This design comes from an exercise in tuning for small area, a short achievable clock period and few clock cycles on the open sky130 flow, not from production work. Function was checked by simulation only, so behaviour that the tests miss may differ from the original. No activity file was given, so power comes from the tool's default toggle rates.

== run 1 ==
## mml_voice
module mml_voice (
    input  wire        clk,
    input  wire        rst,         
    input  wire        in_valid,
    input  wire [7:0]  in_byte,
    input  wire        in_last,     
    output reg         in_ready,
    output reg         out_valid,
    input  wire        out_ready,
    output reg  [1:0]  out_kind,    
    output reg  [18:0] out_freq,    
    output reg  [28:0] out_dur,     
    output reg  [1:0]  out_fill,    
    output reg  [3:0]  out_vol,     
    output reg  [2:0]  out_err,     
    output reg         out_fg       
);
  localparam [1:0] K_TONE = 2'd0, K_END = 2'd1, K_ERR = 2'd2;
  localparam [2:0] E_MISSING_NUM = 3'd1, E_NOTE_RANGE = 3'd2,
                   E_ZERO_LEN    = 3'd3, E_ZERO_TEMPO = 3'd4,
                   E_BAD_ACC     = 3'd5, E_BAD_M      = 3'd6,
                   E_BAD_CMD     = 3'd7;
  localparam [4:0] C_SHARP = 5'd10, C_FLAT = 5'd11, C_DOT = 5'd12,
                   C_SEMI  = 5'd13, C_GT   = 5'd14, C_LT  = 5'd15,
                   C_B     = 5'd17, C_F    = 5'd21,
  ...
Size in the first run: ~2600 cells after synthesis, ~75 I/O pins, roughly 16000 sq um of cells after synthesis.
==> flow/config.mk <==
export PLATFORM = sky130hd
export DESIGN_NAME = mml_voice
export DESIGN_NICKNAME = mml_voice
export VERILOG_FILES = /design/flow/design.v
export SDC_FILE = /design/flow/constraint.sdc
export NUM_CORES = 4
export LEC_CHECK = 0
export ABC_AREA = 1
export CAP_MARGIN = 20
export CORE_MARGIN = 2
export CORE_UTILIZATION = 40
export CTS_CLUSTER_DIAMETER = 60
export CTS_CLUSTER_SIZE = 22
export SLEW_MARGIN = 20
==> flow/constraint.sdc <==
create_clock -name core_clock -period 10.0 [get_ports {clk}]
set_input_delay 2.0000 -clock core_clock [delete_from_list [all_inputs] [get_ports {clk}]]
set_output_delay 2.0000 -clock core_clock [all_outputs]
set_load 0.01 [all_outputs]
standard.sh (not shown) runs the stock make flow with config.mk's settings and CLKGATE_MAP_FILE= SYNTH_SCRIPT=/design/flow/synth_recipe.tcl, a recipe that flattens the netlist after the stock synthesis.
==> flow/flow/run.sh <==
#!/bin/bash
set -euo pipefail
bash standard.sh synth > synth.log 2>&1
bash standard.sh SETUP_SLACK_MARGIN=6.5 "BUFFER_PORTS_ARGS=-buffer_cell sky130_fd_sc_hd__buf_2" finish > layout.log 2>&1
Run 1 reached the final stage; the timing, design-rule and antenna checks on its layout passed.
Testbench counts of run 1, summed over its fixed seeds: cycles 18,967.
Edits applied to the flow inputs when going from run 1 to run 2:
Settings: CTS_CLUSTER_SIZE no longer set, was 22; CTS_CLUSTER_DIAMETER no longer set, was 60; CORE_UTILIZATION now 55, was 40.
--- outcome ---
Number of cells on the critical path: run 2 > run 1
Weighted congestion at the end of routability-driven global placement: run 1 and run 2 compared, higher one is run 2
Going from run 1 to run 2, the global routing met1 resource utilization was found to have gone up by 8.3 points.
For run 2, the launching element of the worst setup path was dcnt[0], unlike run 1, where it was out_ready.
Per the comparison of run 2 with run 1, register-to-register path setup slack fell by 0.07 ns; standby leakage power rose by 0.96%; total via count in the routed design rose by about 2%.
Here is what was changed in the inputs of run 3 compared with run 2.
Settings: putting CTS_BUF_LIST at sky130_fd_sc_hd__clkbuf_4 sky130_fd_sc_hd__clkbuf_8 where nothing was set; swapping 55 for 40 in CORE_UTILIZATION.
[summary]
- Sequential share of layout area: run 3 vs run 2 down 0.17 points
- Summary of run 3 over run 2: post-cts gate resize count higher, combinational cell fraction of total power increased 0.3 points, path length in cells of the critical path now sits lower.
- In the flow results for run 2 and run 3, the total placed cells including tap cells is smaller on run 2.
--- input diff run 3..run 4 ---
Settings: a deleted CTS_BUF_LIST that had been sky130_fd_sc_hd__clkbuf_4 sky130_fd_sc_hd__clkbuf_8.
==> flow/flow/run.sh <==
#!/bin/bash
set -euo pipefail
bash standard.sh synth > synth.log 2>&1
bash standard.sh SETUP_SLACK_MARGIN=6.8 "BUFFER_PORTS_ARGS=-buffer_cell sky130_fd_sc_hd__buf_2" finish > layout.log 2>&1
[summary]
Going from run 3 to run 4, total power after layout now sits higher; number of nets in the layout now sits higher. Run 4 completed end to end with timing, DRC and antenna clean. Run 4 vs. run 3: proportion of layout cells with a drive suffix above 1 now larger, time the worst path needs with I/O delays and setup now smaller, portion of the clock cycle consumed by the worst path in the final layout now smaller. The run showing the greater part of the total power dissipated in combinational logic is run 4.

afterwards: timing with drivers on the ports:
Ports are ideal in the flow. The routed layouts listed here were re-timed in OpenROAD. Step 1 (the two cells are an assumption about what drives the block):
set clk [get_ports {clk}]
set_driving_cell -lib_cell sky130_fd_sc_hd__clkbuf_16 $clk
set_driving_cell -lib_cell sky130_fd_sc_hd__buf_2 [delete_from_list [all_inputs] $clk]
Step 2, shift: input delay + t, output delay - t, t = (earliest + latest rising clock arrival at the registers) / 2. This alone moves slack from input paths to output paths. a / b / c = ideal ports / drivers / drivers and shift; a / b = the first two.
run	t (ns)	setup slack, ns	worst register clock-pin slew, ns	cell pins on the clock port's net
run 1	0.585	6.559 / 6.589 / 6.005	0.07 / 0.07	1
run 2	0.597	6.517 / 6.517 / 5.993	0.06 / 0.06	1
run 3	0.648	6.548 / 6.548 / 5.979	0.07 / 0.07	1
run 4	0.597	6.627 / 6.627 / 6.116	0.07 / 0.07	1
After both steps every run listed still meets setup and hold. For run 3, which loses most, drivers alone change the setup slack by 0.000 ns; drivers and shift together by -0.569 ns.
